This is an optimization exercise on Yosys and OpenROAD, whose aim is small area, a short achievable clock period and few clock cycles, not a production implementation. In this exercise RTL edits were held to simulation tests only and were not proved equivalent to the original.

File: flow/run.sh
#!/bin/bash
# synth_recipe.tcl (not shown) runs the flow's synth.tcl, then flattens the netlist and writes it again
# the make line also repeats each setting of config.mk as NAME=value (left out here)
make -C /OpenROAD-flow-scripts/flow DESIGN_CONFIG=/design/flow/config.mk WORK_HOME=/design/flow/orfs CLKGATE_MAP_FILE= SYNTH_SCRIPT=/design/flow/synth_recipe.tcl finish
File: flow/config.mk
export PLATFORM = sky130hd
export DESIGN_NAME = dma_sound
export DESIGN_NICKNAME = dma_sound
export VERILOG_FILES = /design/flow/design.v
export SDC_FILE = /design/flow/constraint.sdc
export NUM_CORES = 4
export LEC_CHECK = 0
export CAP_MARGIN = 20
export CORE_MARGIN = 2
export CORE_UTILIZATION = 40
export PLACE_DENSITY = 0.6
export SLEW_MARGIN = 20
File: flow/constraint.sdc
create_clock -name core_clock -period 22.0 [get_ports {clk}]
set_input_delay 4.4000 -clock core_clock [delete_from_list [all_inputs] [get_ports {clk}]]
set_output_delay 4.4000 -clock core_clock [all_outputs]
set_load 0.01 [all_outputs]
File: flow/design.v
module dma_sound (
    input  wire        clk,
    input  wire        rst,
    input  wire        cmd_valid,
    output wire        cmd_ready,
    input  wire [2:0]  cmd_op,        
    input  wire [7:0]  cmd_reg,
    input  wire [7:0]  cmd_wdata,
    input  wire [63:0] cmd_clk_c,
    input  wire [63:0] cmd_clk_d,
    input  wire [15:0] cmd_cap,
    input  wire [31:0] cmd_addr,
    input  wire [31:0] cmd_size,
    output reg         rsp_valid,
    output reg  [7:0]  rsp_rdata,
    output reg         rsp_active,
    output reg  [15:0] rsp_count,
    output reg         rsp_cycle_valid,
    output reg  [63:0] rsp_cycle,
    output reg         rsp_desync,
    output reg  [23:0] rsp_win_addr,
    output reg  [23:0] rsp_win_size,
    output reg         rsp_overlap,
    output reg  [15:0] rsp_syn_count,
    output wire        mem_req,
    output wire [23:0] mem_addr,
    input  wire        mem_ack,
    input  wire [15:0] mem_rdata,
    output reg         smp_valid,
    output reg  [7:0]  smp_left,
    output reg  [7:0]  smp_right,
    output reg         smp_underflow
);
    localparam OP_RD = 3'd0, OP_WR = 3'd1, OP_POLL = 3'd2,
               OP_WIN = 3'd3, OP_OVL = 3'd4, OP_SYN = 3'd5;
    localparam S_IDLE  = 3'd0,    
               S_EXEC  = 3'd1,    
               S_PRED  = 3'd2,    
               S_TICK  = 3'd3,    
               S_FETCH = 3'd4;    
    reg [2:0] state;
    reg [2:0]  c_op;
    reg [7:0]  c_reg;
    reg [7:0]  c_wdata;
    reg [63:0] c_clk_c;
    reg [63:0] c_clk_d;
    reg [15:0] c_cap;
    reg [31:0] c_addr;
    reg [31:0] c_size;
    reg [7:0]  hold [0:16];
    reg [7:0]  regs [0:16];
    reg [23:0] base, counter, dend;
    reg [5:0]  k;
    reg [7:0]  smp_l, smp_r;
    reg [7:0]  fbuf [0:7];
    reg [2:0]  fidx;
    reg [3:0]  fsize;
    reg        sig_active;
    reg [15:0] sig_count;
    reg [63:0] cycle_c;
    reg [15:0] syn_n;             
    integer i;
    wire       playing  = regs[0][7];
    wire       mono     = regs[16][0];
    wire [1:0] rate     = regs[16][7:6];
    reg  [5:0] n_dec;
    always @(*) begin
        case (rate)
            2'd0: n_dec = 6'd40;
            2'd1: n_dec = 6'd20;
            2'd2: n_dec = 6'd10;
            default: n_dec = 6'd5;
        endcase
    end
    reg [7:0] wmask;
    always @(*) begin
        if (c_reg == 8'd0)        wmask = 8'hC0;
        else if (c_reg <= 8'd9)   wmask = 8'hFF;
        else if (c_reg == 8'd16)  wmask = 8'hC1;
        else                      wmask = 8'h00;
    end
    wire       wr_in_range = (c_reg <= 8'd16);
    reg [7:0]  new_hold [0:16];
    always @(*) begin
        for (i = 0; i <= 16; i = i + 1)
            new_hold[i] = hold[i];
        if (wr_in_range)
            new_hold[c_reg[4:0]] = c_wdata & wmask;
    end
    wire old_play = regs[0][7];
    wire new_play = new_hold[0][7];
    wire wr_commit = wr_in_range && ((new_play != old_play) || !old_play);
    wire wr_start  = wr_in_range && !old_play && new_play;
    wire wr_stop   = wr_in_range && old_play && !new_play;
    wire syn_more   = (syn_n < c_cap) && (cycle_c < c_clk_c);
    wire silent     = !playing && (fsize == 4'd0);
    wire refill_go  = playing && (fsize <= 4'd6) && (counter < dend);
    wire [23:0] counter_next = counter + 24'd2;
    wire eob        = (counter_next >= dend);
    wire [63:0] cycle_step = cycle_c + {c_clk_d[60:0], 3'b000};
    wire [5:0]  k_next = (k + 6'd1 >= n_dec) ? 6'd0 : k + 6'd1;
    wire [7:0] f_b0 = fbuf[fidx];
    wire [7:0] f_b1 = fbuf[fidx + 3'd1];
    wire [23:0] hold_base = {hold[1], hold[2], hold[3][7:1], 1'b0};
    wire [23:0] hold_end  = {hold[7], hold[8], hold[9][7:1], 1'b0};
    wire [23:0] nh_base   = {new_hold[1], new_hold[2], new_hold[3][7:1], 1'b0};
    wire [23:0] nh_end    = {new_hold[7], new_hold[8], new_hold[9][7:1], 1'b0};
    wire [24:0] win_diff  = {1'b0, dend} - {1'b0, base};
    wire        win_small = win_diff[24] || (win_diff[23:0] < 24'd16);
    wire [23:0] remaining = dend - counter;
    wire [23:0] fetches   = mono ? remaining : {1'b0, remaining[23:1]};
    wire [23:0] margin    = mono ? 24'd8 : 24'd4;
    wire        rem_pos   = (fetches > margin);
    wire [23:0] rem       = fetches - margin;
    wire [29:0] ticks     = rem * n_dec;
    wire [63:0] pred_cycle = cycle_c + ((c_clk_d * ticks) << 3);
    wire [32:0] q_end = {1'b0, c_addr} + {1'b0, c_size};
    assign cmd_ready = (state == S_IDLE);
    assign mem_req   = (state == S_FETCH) && refill_go;
    assign mem_addr  = counter;
    always @(posedge clk) begin
        if (rst) begin
            state         <= S_IDLE;
            for (i = 0; i <= 16; i = i + 1) begin
                hold[i] <= 8'd0;
                regs[i] <= 8'd0;
            end
            for (i = 0; i < 8; i = i + 1)
                fbuf[i] <= 8'd0;
            base          <= 24'd0;
            counter       <= 24'd0;
            dend          <= 24'd0;
            k             <= 6'd0;
            smp_l         <= 8'd0;
            smp_r         <= 8'd0;
            fidx          <= 3'd0;
            fsize         <= 4'd0;
            sig_active    <= 1'b0;
            sig_count     <= 16'd0;
            cycle_c       <= 64'd0;
            syn_n         <= 16'd0;
            c_op          <= 3'd0;
            c_reg         <= 8'd0;
            c_wdata       <= 8'd0;
            c_clk_c       <= 64'd0;
            c_clk_d       <= 64'd0;
            c_cap         <= 16'd0;
            c_addr        <= 32'd0;
            c_size        <= 32'd0;
            rsp_valid     <= 1'b0;
            rsp_rdata     <= 8'd0;
            rsp_active    <= 1'b0;
            rsp_count     <= 16'd0;
            rsp_cycle_valid <= 1'b0;
            rsp_cycle     <= 64'd0;
            rsp_desync    <= 1'b0;
            rsp_win_addr  <= 24'd0;
            rsp_win_size  <= 24'd0;
            rsp_overlap   <= 1'b0;
            rsp_syn_count <= 16'd0;
            smp_valid     <= 1'b0;
            smp_left      <= 8'd0;
            smp_right     <= 8'd0;
            smp_underflow <= 1'b0;
        end else begin
            rsp_valid <= 1'b0;
            smp_valid <= 1'b0;
            smp_underflow <= 1'b0;
            case (state)
            S_IDLE: begin
                if (cmd_valid) begin
                    c_op    <= cmd_op;
                    c_reg   <= cmd_reg;
                    c_wdata <= cmd_wdata;
                    c_clk_c <= cmd_clk_c;
                    c_clk_d <= cmd_clk_d;
                    c_cap   <= cmd_cap;
                    c_addr  <= cmd_addr;
                    c_size  <= cmd_size;
                    state   <= S_EXEC;
                end
            end
            S_EXEC: begin
                case (c_op)
                OP_RD: begin
                    rsp_rdata <= (c_reg <= 8'd16) ? regs[c_reg[4:0]] : 8'd0;
                    rsp_valid <= 1'b1;
                    state     <= S_IDLE;
                end
                OP_WR: begin
                    if (wr_in_range) begin
                        for (i = 0; i <= 16; i = i + 1)
                            hold[i] <= new_hold[i];
                        if (wr_commit)
                            for (i = 0; i <= 16; i = i + 1)
                                regs[i] <= new_hold[i];
                    end
                    if (wr_start) begin
                        base    <= nh_base;
                        counter <= nh_base;
                        dend    <= nh_end;
                        if (!sig_active) begin
                            sig_active <= 1'b1;
                            sig_count  <= sig_count + 16'd1;
                        end
                    end
                    if (wr_stop) begin
                        base    <= 24'd0;
                        counter <= 24'd0;
                        dend    <= 24'd0;
                        if (sig_active) begin
                            sig_active <= 1'b0;
                            sig_count  <= sig_count + 16'd1;
                        end
                    end
                    state <= S_PRED;
                end
                OP_POLL: begin
                    state <= S_PRED;
                end
                OP_WIN: begin
                    rsp_win_addr <= playing ? base : 24'd0;
                    rsp_win_size <= (playing && dend >= base) ? dend - base : 24'd0;
                    rsp_valid    <= 1'b1;
                    state        <= S_IDLE;
                end
                OP_OVL: begin
                    rsp_overlap <= playing && (c_size != 32'd0) && (base < dend) &&
                                   (c_addr < {8'd0, dend}) &&
                                   ({9'd0, base} < q_end);
                    rsp_valid   <= 1'b1;
                    state       <= S_IDLE;
                end
                OP_SYN: begin
                    syn_n <= 16'd0;
                    state <= S_TICK;
                end
                default: begin
                    rsp_valid <= 1'b1;
                    state     <= S_IDLE;
                end
                endcase
            end
            S_PRED: begin
                rsp_desync <= (cycle_c > c_clk_c);
                rsp_active <= sig_active;
                rsp_count  <= sig_count;
                sig_count  <= 16'd0;
                if (!playing || win_small || !rem_pos) begin
                    rsp_cycle_valid <= 1'b0;
                    rsp_cycle       <= 64'd0;
                end else begin
                    rsp_cycle_valid <= 1'b1;
                    rsp_cycle       <= pred_cycle;
                end
                rsp_valid <= 1'b1;
                state     <= S_IDLE;
            end
            S_TICK: begin
                if (!syn_more) begin
                    regs[4] <= counter[23:16];
                    regs[5] <= counter[15:8];
                    regs[6] <= {counter[7:1], 1'b0};
                    rsp_syn_count <= syn_n;
                    rsp_valid     <= 1'b1;
                    state         <= S_IDLE;
                end else if (silent) begin
                    smp_valid <= 1'b1;
                    smp_left  <= smp_l;
                    smp_right <= smp_r;
                    syn_n     <= syn_n + 16'd1;
                    cycle_c   <= cycle_step;
                end else if (k == 6'd0) begin
                    state <= S_FETCH;
                end else begin
                    smp_valid <= 1'b1;
                    smp_left  <= smp_l;
                    smp_right <= smp_r;
                    k         <= k_next;
                    syn_n     <= syn_n + 16'd1;
                    cycle_c   <= cycle_step;
                end
            end
            S_FETCH: begin
                if (refill_go) begin
                    if (mem_ack) begin
                        fbuf[fidx + fsize[2:0]]        <= mem_rdata[7:0];
                        fbuf[fidx + fsize[2:0] + 3'd1] <= mem_rdata[15:8];
                        fsize   <= fsize + 4'd2;
                        counter <= counter_next;
                        if (eob) begin
                            if (hold[0][6]) begin
                                for (i = 0; i <= 16; i = i + 1)
                                    regs[i] <= hold[i];
                                base       <= hold_base;
                                counter    <= hold_base;
                                dend       <= hold_end;
                                sig_active <= 1'b1;
                                sig_count  <= sig_count + 16'd2;
                            end else begin
                                hold[0][7] <= 1'b0;
                                regs[0][7] <= 1'b0;
                                base       <= 24'd0;
                                counter    <= 24'd0;
                                dend       <= 24'd0;
                                sig_active <= 1'b0;
                                sig_count  <= sig_count + 16'd1;
                            end
                        end
                    end
                end else begin
                    smp_valid <= 1'b1;
                    if (fsize == 4'd0) begin
                        smp_l <= 8'd0;
                        smp_r <= 8'd0;
                        smp_left  <= 8'd0;
                        smp_right <= 8'd0;
                        smp_underflow <= 1'b1;
                    end else if (mono) begin
                        smp_l <= f_b0;
                        smp_r <= f_b0;
                        smp_left  <= f_b0;
                        smp_right <= f_b0;
                        fidx  <= fidx + 3'd1;
                        fsize <= fsize - 4'd1;
                    end else if (fsize == 4'd1) begin
                        smp_l <= f_b0;
                        smp_r <= f_b0;
                        smp_left  <= f_b0;
                        smp_right <= f_b0;
                        fidx  <= fidx + 3'd1;
                        fsize <= 4'd0;
                    end else begin
                        smp_l <= f_b0;
                        smp_r <= f_b1;
                        smp_left  <= f_b0;
                        smp_right <= f_b1;
                        fidx  <= fidx + 3'd2;
                        fsize <= fsize - 4'd2;
                    end
                    k       <= k_next;
                    syn_n   <= syn_n + 16'd1;
                    cycle_c <= cycle_step;
                    state   <= S_TICK;
                end
            end
            default: state <= S_IDLE;
            endcase
        end
    end
endmodule
==> summary.txt <==
Cells and area
  – Layout net count: 13.8k
  – Area delta synth->final: 11.8%
  – Commonest non-fill, non-tap cells in the layout: 2018 x nand2_1, 1642 x inv_1, 1315 x fa_1
  – Layout Utilization: 0.449
  – Layout cell share with drive strength beyond 1: 0.0408
  – Biggest registers after layout: hold: 136 flops, regs: 136 flops
  – Commonest non-fill, non-tap cell in the layout: nand2_1

Global route
  – Vias in the first global route: 84.8k
  – GRT Overall Usage: 0.272
  – Largest net degree at the start of global routing: 199
  – Global-route wire length before repair: 512000 µm
  – Overflow after GRT: 0
  – Met3 Resource Use GR: 0.0395
  – GRT busiest layer: met2
  – Initial antenna violation count: 9
  – Met1 Use GR: 0.351
  – Grt met2 use: 0.447

Clock network
  – CTS resizes: 0
  – # H-tree levels: 3
  – Num Clock Sinks: 928
  – Num CTS Buffers: 107
  – Setup Buffers After CTS: 0
  – Worst skew pair latency: around 0.8 ns
  – Root buffer cell: clkbuf_16
  – Clock Path Buffers: 3
  – Reg clk slew, reported paths: 0.06 ns
  – CTS tree: yes
  – Hold_buf cts: 0

STA
  – Final worst-path cycle share: 0.933
  – Max Fclk: 48.7 MHz
  – Tmin final: 20.53 ns
  – Final Hold Viols: 0
  – Final Max Slew Viols: 0
  – WHS: 0.441 ns
  – Worst slew pin tran: 1.18 ns
  – Final setup violating endpoints: 0
  – RSZ-0062 raised after global routing: false
  – Setup TNS: 0 ns
  – Slew HR: 0.210
  – Final Skew: 0.0762 ns

Setup path
  – Critical path type: reg -> reg
  – R2R Path Start: counter[1]$_SDFFE_PP0P_
  – CP Capture Type: register
  – CP Launch Type: register
  – CP max stage delay: 0.88 ns
  – Slowest CP cell: xor2_2
  – Crit path from: counter[1]$_SDFFE_PP0P_
  – Critical Path RT: about 23 ns
  – Worst-path fanout max: 17
  – CP most frequent cell: fa_1
  – Arrival time at the worst endpoint: 21.15 ns

Yosys
  – EDFF count, synth: 64
  – Mean Syn Cell Area: 8.32 µm²
  – Synth cell types: between 80 and 90
  – Seq cells post-synth: between 900 and 1k
  – Seq/Total Area, Yosys: 0.199
  – Post-Syn Instances: 11.6k
  – Syn. warnings: 4
  – Fraction of registers with async set/reset: 0
  – Main synth FF type: dfxtp_1
  – Cell area after synthesis: 96600 µm²

Detailed routing
  – DR pass1 iterations: 7
  – Initial DRC Count: 6672
  – Wire per inst: 22.4 µm
  – Via count: 82.2k
  – Detailed Route WL: 334000 µm
  – Vias per cell: 5.50
  – Routed Antenna Nets: 0
  – DRC: 0

Place
  – GPL Wtd Cong: 0.935
  – DP Wirelength: 249000 µm
  – Port Buffers: 438

Die
  – Io pins: 448
  – DIE WIDTH: 495 µm
  – Die Y: roughly 500 µm
  – Core footprint: 240000 µm²
  – Die ar.: about 250000 µm²
  – # rows: 180
  – Initial core utilization: 0.402

Worst hold path
  – Hold path start: smp_r[0]$_SDFFE_PP0P_
  – Hold/Removal Path Class: reg -> reg

Outcome
  – Status: timing/DRC/antenna clean

Flow run
  – Max-cap viol count: 0
final cells by class:
| class | count | area (µm²) |
|---|---|---|
| clock buffer | 151 | 3070 |
| tap | 3185 | 3990 |
| sequential | 928 | 19200 |
| clock inverter | 49 | 656 |
| timing repair buffer | 603 | 5680 |
| inverter | 1645 | 6170 |
| multi-input combinational | 8371 | 69200 |
| fill | 23500 | 132000 |
| antenna | 2 | 5.00 |
layer usage:
metal  vias up  share of wire  routed length [µm]
li1      37400              -                   -
met5         -       0.000027                   9
met4         2          0.055               18200
met2      3123           0.47              155000
met3       675          0.070               23500
met1     41000           0.41              137000
cell usage after synthesis (all sizes together) (17+ instances only):
master | n | share of area
mux2i | 60 | 0.0062
a22oi | 133 | 0.010
a21oi | 782 | 0.041
o221ai | 17 | 0.0015
xor2 | 96 | 0.0087
o31ai | 17 | 0.0014
nand2 | 2020 | 0.078
or3 | 37 | 0.0024
mux4 | 32 | 0.0075
nor2 | 690 | 0.027
nand4 | 77 | 0.0050
nand3 | 204 | 0.011
a311oi | 25 | 0.0023
and2 | 465 | 0.030
buf | 59 | 0.0026
clkbuf | 616 | 0.024
or2 | 23 | 0.0015
o21ai | 307 | 0.016
fa | 1315 | 0.27
ha | 550 | 0.071
a31oi | 54 | 0.0035
a22o | 68 | 0.0062
o211ai | 33 | 0.0026
a21o | 207 | 0.016
a211oi | 123 | 0.0096
edfxtp | 64 | 0.020
dfxtp | 864 | 0.18
and3 | 43 | 0.0028
o21a | 62 | 0.0048
xnor2 | 235 | 0.021
o21bai | 49 | 0.0038
nor3 | 168 | 0.0087
o211a | 18 | 0.0019
nor4 | 27 | 0.0017
a21boi | 23 | 0.0018
nand2b | 125 | 0.0081
inv | 1644 | 0.064
nor2b | 69 | 0.0045
worst max-delay path: cells and delay by family, from the launching register on:
| family | cells | cell delay, ns |
|---|---|---|
| AO/OA/AOI/OAI | 32 | 9.41 |
| XOR/XNOR | 4 | 1.44 |
| adder cells (fa/ha/maj) | 15 | 6.66 |
| buffers and inverters | 6 | 0.35 |
| flip-flops | 1 | 0.56 |
| AND/OR/NAND/NOR | 9 | 1.95 |
kinds of logic after synthesis:
group / Yosys count / synth area share
AND/OR/NAND/NOR: 4014 / 0.186
XOR/XNOR: 338 / 0.0316
adder cells (fa/ha/maj): 1865 / 0.344
flip-flops: 928 / 0.199
other: 1 / 0.0000388
buffers and inverters: 2320 / 0.0904
AO/OA/AOI/OAI: 2046 / 0.134
multiplexers: 102 / 0.0148
worst paths after layout:
| check | to | slack [ns] | depth (start not counted) |
|---|---|---|---|
| worst max-delay path | rsp_cycle[62]$_SDFFE_PP0N_ | 1.47 | 66 |
| worst min-delay path | smp_right[0]$_SDFFE_PP0P_ | 0.44 | 2 |
| worst max register to register | rsp_cycle[62]$_SDFFE_PP0N_ | 1.47 | 66 |
| worst min register to register | smp_right[0]$_SDFFE_PP0P_ | 0.44 | 2 |
metrics by stage:
step	area [µm²]	instances	setup WS (ns)
2_1_floorplan	96600	11600	4.98
6_report	108000	14900	1.47
3_5_place_dp	104000	14700	1.63
3_3_place_gp	104000	14700	1.81
4_1_cts	108000	14900	1.50
5_1_grt	108000	14900	0.132
Testbench counts, summed over its fixed seeds: cycles 148,725.

-- port drivers added, routing unchanged --
How much do the figures lean on ideal ports? The routed layout below was timed once more, with nothing changed but the port constraints. Step 1 assumes that a clkbuf_16 drives the clock port and a buf_2 every other input. Step 2 moves the port delays by t, midway between the first and last clock arrival at a register: inputs arrive t later, outputs are due t later. That takes back most of the time a late clock gives input paths. Slacks: no drivers / after step 1 / after step 2; pairs: no drivers / after step 1.
t, ns: 0.849
setup slack, ns: 1.469 / 1.469 / 1.469
latest minus earliest clock arrival (ns): 0.080 / 0.080
slew at the worst register clock pin (ns): 0.09 / 0.09
worst data-port slew with drivers (ns): 0.10
After both steps setup and hold are still met in this run. For this run, drivers alone change the setup slack by 0.000 ns; drivers and shift together by 0.000 ns.
